Background: an optimization exercise with open tools, aiming at small area, a short achievable clock period and few clock cycles. Do not read the settings as production practice. Where RTL was checked, it was by simulation tests only, not by an equivalence proof against the original. Power and IR drop assume default switching activity.

## v6
## mbcodec
module mbcodec (
    input  wire        clk,
    input  wire        rst,           
    input  wire        cmd_valid,
    output wire        cmd_ready,
    input  wire [31:0] cmd,
    output reg         rsp_valid,
    output wire [3:0]  rsp_status,
    output wire [31:0] rsp_value,
    output reg         tx_valid,
    output reg  [7:0]  tx_data
);
clock: 8.0 ns
lec_check: 0
cap_margin: 20
core_margin: 2
core_utilization: 40
cts_cluster_diameter: 100
cts_cluster_size: 28
setup_slack_margin: 5
slew_margin: 20
run.sh (not shown) runs the stock make flow with config.mk's settings and CLKGATE_MAP_FILE= SYNTH_SCRIPT=/design/flow/synth_recipe.tcl, a recipe that flattens the netlist after the stock synthesis.
Input changes introduced in v7 (baseline for comparison: v6):
diff --git a/flow/design.v b/flow/design.v
--- a/flow/design.v
+++ b/flow/design.v
@@ -85,67 +85,52 @@
     wire in_dbyte  = (in_opc == OPC_DEC_BYTE)    && in_rb;
     wire in_abort  = (in_opc == OPC_DEC_ABORT)   && in_rn;
     wire in_rd     = (in_opc == OPC_DEC_RDBUF);
     wire in_rdbuf  = in_rd && in_rb;
     wire in_status = (in_opc == OPC_DEC_STATUS)  && in_rn;
     wire in_seta   = (in_opc == OPC_CFG_SETADDR) && in_rb;
     wire in_geta   = (in_opc == OPC_CFG_GETADDR) && in_rn;
     wire in_ill    = !(in_init | in_cbyte | in_cread | in_ccheck | in_enc | in_xch |
                        in_dbyte | in_abort | in_rdbuf | in_status | in_seta | in_geta);
     wire in_req_ok = (in_s <= 16'h1000) && (in_b >= 8'd1) && (in_b <= 8'h7D);
-    reg        r_init, r_cbyte, r_cread, r_ccheck, r_dbyte, r_abort,
-               r_rd, r_rdbuf, r_status, r_seta, r_geta, r_ill, r_tx,
-               r_enc, r_xch;
+    reg        o_init, o_cbyte, o_cread, o_ccheck, o_dbyte, o_abort,
+               o_rd, o_rdbuf, o_status, o_seta, o_geta, o_ill, o_tx,
+               o_enc, o_xch;
     reg        req_ok, b_szbad, b_adbad, b_one;
     reg [23:0] qh;            
     reg [7-RB:0] qri;         
     always @(posedge clk) begin
-        r_init   <= in_init;
-        r_cbyte  <= in_cbyte;
-        r_cread  <= in_cread;
-        r_ccheck <= in_ccheck;
-        r_dbyte  <= in_dbyte;
-        r_abort  <= in_abort;
-        r_rd     <= in_rd;
-        r_rdbuf  <= in_rdbuf;
-        r_status <= in_status;
-        r_seta   <= in_seta;
-        r_geta   <= in_geta;
-        r_ill    <= in_ill;
-        r_tx     <= (in_enc || in_xch);
-        r_enc    <= in_enc;
-        r_xch    <= in_xch;
+        o_init   <= acc && in_init;
+        o_cbyte  <= acc && in_cbyte;
+        o_cread  <= acc && in_cread;
+        o_ccheck <= acc && in_ccheck;
+        o_dbyte  <= acc && in_dbyte;
+        o_abort  <= acc && in_abort;
+        o_rd     <= acc && in_rd;
+        o_rdbuf  <= acc && in_rdbuf;
+        o_status <= acc && in_status;
+        o_seta   <= acc && in_seta;
+        o_geta   <= acc && in_geta;
+        o_ill    <= acc && in_ill;
+        o_tx     <= acc && (in_enc || in_xch);
+        o_enc    <= acc && in_enc;
+        o_xch    <= acc && in_xch;
         req_ok   <= in_req_ok;
         b_szbad  <= (in_b == 8'd0) || (in_b > 8'hFA);
         b_adbad  <= (in_b == 8'd0) || (in_b > 8'hF7);
         b_one    <= (in_b == 8'd1);
         if (rdy)
             qh <= cmd[23:0];
         if (rdy && in_rd)
             qri <= in_b[7:RB];
     end
     wire [7:0] arg_b = qh[7:0];
-    wire o_init   = ev && r_init;
-    wire o_cbyte  = ev && r_cbyte;
-    wire o_cread  = ev && r_cread;
-    wire o_ccheck = ev && r_ccheck;
-    wire o_dbyte  = ev && r_dbyte;
-    wire o_abort  = ev && r_abort;
-    wire o_rd     = ev && r_rd;
-    wire o_rdbuf  = ev && r_rdbuf;
-    wire o_status = ev && r_status;
-    wire o_seta   = ev && r_seta;
-    wire o_geta   = ev && r_geta;
-    wire o_ill    = ev && r_ill;
-    wire o_tx     = ev && r_tx;
-    wire o_enc    = ev && r_enc;
-    wire o_xch    = ev && r_xch;
     wire xbusy   = o_xch && busy;                        
     wire sent    = (o_enc || (o_xch && !busy)) && req_ok;  
     wire txfault = o_tx && !sent;
     wire arm     = o_xch && !busy && req_ok;
     wire dbyte   = o_dbyte;
     wire seta_ok = o_seta && !busy && !b_adbad;
     wire rd_arg  = arg_b >= pcnt;
     wire rd_ok   = o_rdbuf && s_done && !rd_arg;         
     wire rd_late = rd_ok && (sc != 3'd0);                
     reg  rd_wait;                                         
@@ -270,34 +255,32 @@
     always @* begin
         if (acc)
             sc_next = (in_enc || in_xch) ? 3'd7 : (in_rd ? in_wait : 3'd0);
         else if (txfault || (o_rd && !rd_ok))
             sc_next = 3'd0;
         else if (sc != 3'd0)
             sc_next = sc - 3'd1;
         else
             sc_next = 3'd0;
     end
-    wire rdy_next = acc ? !((in_enc || in_xch) || (in_rd && in_b[RB-1:0] != phw))
-                        : (txfault || (o_rd && !rd_ok) || sc <= 3'd1);
     always @(posedge clk) begin
         rsp_st  <= tx_last_rsp ? RS_OK : x_status;
         rsp_val <= tx_last_rsp ? {10'd0, tcrc} :
                    ((rd_ok || rd_wait) ? {18'd0, rd_byte} : x_value);
         if (rst) begin
             rdy       <= 1'b1;
             sc        <= 3'd0;
             ev        <= 1'b0;
             rd_wait   <= 1'b0;
             rsp_valid <= 1'b0;
         end else begin
-            rdy       <= rdy_next;
+            rdy       <= (sc_next == 3'd0);
             sc        <= sc_next;
             ev        <= acc;
             rd_wait   <= rd_late || (rd_wait && sc != 3'd0);
             rsp_valid <= (ev && !sent && !rd_late) || rd_go || tx_last_rsp;
         end
     end
     always @(posedge clk) begin
         if (rst) begin
             crc_acc <= 16'hFFFF;
             devaddr <= 8'h01;
Notes after the runs:
v7 reached the end of the flow, and the finished layout is clean on the timing, DRC and antenna checks. Slew at the pin closest to its max-slew limit | v7 above v6. Compared with v6, internal portion of total power in v7 increased slightly. Status: fraction of area in multi-input gates parity (v6, v7). Between v6 and v7, number of clock-tree buffers in the layout is higher for v7, v6 comes in under that. Taking v6 as the reference point, the number of buffers inserted to repair setup after CTS of v7 rises by 10.
No functional check of the RTL was part of any run of this note.

* * *

## the reference run
mbcodec, a different RTL version from the one above (not shown whole).
Size: ~3700 cells after synthesis, ~2300 flip-flops, ~82 I/O pins, about 59000 sq um of cells after synthesis.
## mbcodec
module mbcodec (
    input  wire        clk,
    input  wire        rst,           
    input  wire        cmd_valid,
    output wire        cmd_ready,
    input  wire [31:0] cmd,
    output reg         rsp_valid,
    output wire [3:0]  rsp_status,
    output wire [31:0] rsp_value,
    output reg         tx_valid,
    output reg  [7:0]  tx_data
);
make LEC_CHECK=0 CAP_MARGIN=20 CORE_MARGIN=2 CORE_UTILIZATION=60 CTS_CLUSTER_DIAMETER=100 CTS_CLUSTER_SIZE=28 PLACE_DENSITY=0.7 SETUP_SLACK_MARGIN=5 SLEW_MARGIN=20 finish   # period 8.0 ns
Testbench counts of the reference run, summed over its fixed seeds: cycles 164,567.
diff inputs: the reference run => the trial run
-- flow/design.v --
<<< the reference run, line 60
    reg        stray;
    wire busy = !(s_idle | s_done | s_err);
    reg          rdy;         
    reg [2:0]    sc;          
    reg          ev;          
    reg [RB-1:0] ph;          
    wire [RB-1:0] phw = ph - 1'b1;
    wire acc = cmd_valid & rdy;
    assign cmd_ready = rdy;
>>> the trial run, line 60
    reg        stray;
    wire busy = !(s_idle | s_done | s_err);
    wire [3:0] dstate = {s_xhi | s_done | s_err,
                         s_pay | s_crclo | s_crchi | s_xlo,
                         s_func | s_b2 | s_crchi | s_xlo | s_err,
                         s_addr | s_b2 | s_crclo | s_xlo | s_done};
    reg          rdy;         
    reg [2:0]    sc;          
    reg          ev;          
    reg [RB-1:0] ph;          
    reg [RB-1:0] phw;         
    wire acc = cmd_valid & rdy;
    assign cmd_ready = rdy;
<<< the reference run, line 79
    reg        req_ok, b_szbad, b_adbad, b_one;
    reg [23:0] qh;            
    always @(posedge clk) begin
        r_init   <= (in_opc == OPC_CRC_INIT);
>>> the trial run, line 83
    reg        req_ok, b_szbad, b_adbad, b_one;
    reg [23:0] qh;            
    reg [7-RB:0] qri;         
    always @(posedge clk) begin
        r_init   <= (in_opc == OPC_CRC_INIT);
<<< the reference run, line 101
        if (rdy)
            qh <= cmd[23:0];
    end
    wire [7:0] arg_b = qh[7:0];
>>> the trial run, line 106
        if (rdy)
            qh <= cmd[23:0];
        if (rdy && in_rd)
            qri <= in_b[7:RB];
    end
    wire [7:0] arg_b = qh[7:0];
<<< the reference run, line 134
    wire rd_go   = rd_wait && (sc == 3'd0);
    wire [8*(NR+1)-1:0] taps;
    wire [7:0] rd_byte = taps[qh[7:RB]*8 +: 8];
    wire [15:0] dcrc_upd = crc_update(dcrc, arg_b);
    wire [15:0] acc_upd  = crc_update(crc_acc, arg_b);
>>> the trial run, line 141
    wire rd_go   = rd_wait && (sc == 3'd0);
    wire [8*(NR+1)-1:0] taps;
    wire [7:0] rd_byte = taps[qri*8 +: 8];
    wire [15:0] dcrc_upd = crc_update(dcrc, arg_b);
    wire [15:0] acc_upd  = crc_update(crc_acc, arg_b);
<<< the reference run, line 189
    wire       x_stray = (o_abort || arm) ? 1'b0 :
                         ((dbyte && (s_idle || s_done || s_err)) ? 1'b1 : stray);
    wire [25:0] nxt_status = {n_busy, x_stray, x_pcnt, x_excode, x_errcls, n_dstate};
    wire [25:0] x_value =
>>> the trial run, line 196
    wire       x_stray = (o_abort || arm) ? 1'b0 :
                         ((dbyte && (s_idle || s_done || s_err)) ? 1'b1 : stray);
    wire [25:0] cur_status = {busy, stray, pcnt, excode, errcls, dstate};
    wire [25:0] nxt_status = {n_busy, x_stray, x_pcnt, x_excode, x_errcls, n_dstate};
    wire [25:0] x_value =
<<< the reference run, line 195
        ({26{o_cread}}  & {10'd0, crc_acc}) |
        ({26{o_ccheck}} & {25'd0, crc_acc == qh[15:0]}) |
        ({26{dbyte || o_status}} & nxt_status) |
        ({26{seta_ok}}  & {18'd0, arg_b}) |
        ({26{o_geta}}   & {18'd0, devaddr});
>>> the trial run, line 203
        ({26{o_cread}}  & {10'd0, crc_acc}) |
        ({26{o_ccheck}} & {25'd0, crc_acc == qh[15:0]}) |
        ({26{dbyte}}    & nxt_status) |
        ({26{o_status}} & cur_status) |
        ({26{seta_ok}}  & {18'd0, arg_b}) |
        ({26{o_geta}}   & {18'd0, devaddr});
<<< the reference run, line 346
    wire first_pay = pay_w && (pcnt == 8'd0);
    always @(posedge clk) begin
        if (rst || first_pay)
            ph <= {RB{1'b0}};
        else
            ph <= ph + 1'b1;
    end
    reg [RL-1:0] pv;
>>> the trial run, line 355
    wire first_pay = pay_w && (pcnt == 8'd0);
    always @(posedge clk) begin
        if (rst || first_pay) begin
            ph  <= {RB{1'b0}};
            phw <= {RB{1'b1}};
        end else begin
            ph  <= ph + 1'b1;
            phw <= phw + 1'b1;
        end
    end
    reg [RL-1:0] pv;
Notes after the runs:
- The trial run: full flow OK, the timing, DRC and antenna checks passed
- Comparing the trial run and the reference run, the lower count of buffers added by post-CTS timing repair for setup is on the reference run.
- The reference run → the trial run: worst endpoint data arrival time went down 2.19 ns; fraction of the cycle the final worst path needs saw an increase.
- Utilization in the trial run is 0.58 points below the reference run.
- The trial run vs. the reference run: reg-to-reg setup timing slack went up by 0.05 ns.
Testbench counts of the trial run, summed over its fixed seeds: cycles 164,567.

## static timing again, ports no longer ideal
No port has a modelled driver above. Below, the same layouts with a new extraction and two added sets of constraints. Step 1 (the two cells are an assumption about what drives the block):
set clk [get_ports {clk}]
set_driving_cell -lib_cell sky130_fd_sc_hd__clkbuf_16 $clk
set_driving_cell -lib_cell sky130_fd_sc_hd__buf_2 [delete_from_list [all_inputs] $clk]
Step 2, shift: input delay + t, output delay - t, t = (earliest + latest rising clock arrival at the registers) / 2. This alone moves slack from input paths to output paths. a / b / c = no drivers / after step 1 / after step 2; a / b = the first two.
| run | t (ns) | setup WS [ns] | hold slack, ns | clock arrival spread, ns | pins driven straight from the clock port |
|---|---|---|---|---|---|
| v6 | 0.785 | 5.044 / 4.980 / 4.309 | 0.305 / 0.305 / 0.305 | 0.059 / 0.059 | 1 |
| v7 | 0.764 | 5.006 / 4.969 / 4.290 | 0.317 / 0.317 / 0.317 | 0.039 / 0.039 | 1 |
| the reference run | 0.755 | 5.020 / 4.991 / 4.328 | 0.315 / 0.315 / 0.315 | 0.052 / 0.052 | 1 |
| the trial run | 0.767 | 5.008 / 4.936 / 4.400 | 0.317 / 0.317 / 0.317 | 0.044 / 0.044 | 1 |
After both steps every run listed still meets setup and hold. For v6, which loses most, drivers alone change the setup slack by -0.064 ns; drivers and shift together by -0.735 ns.
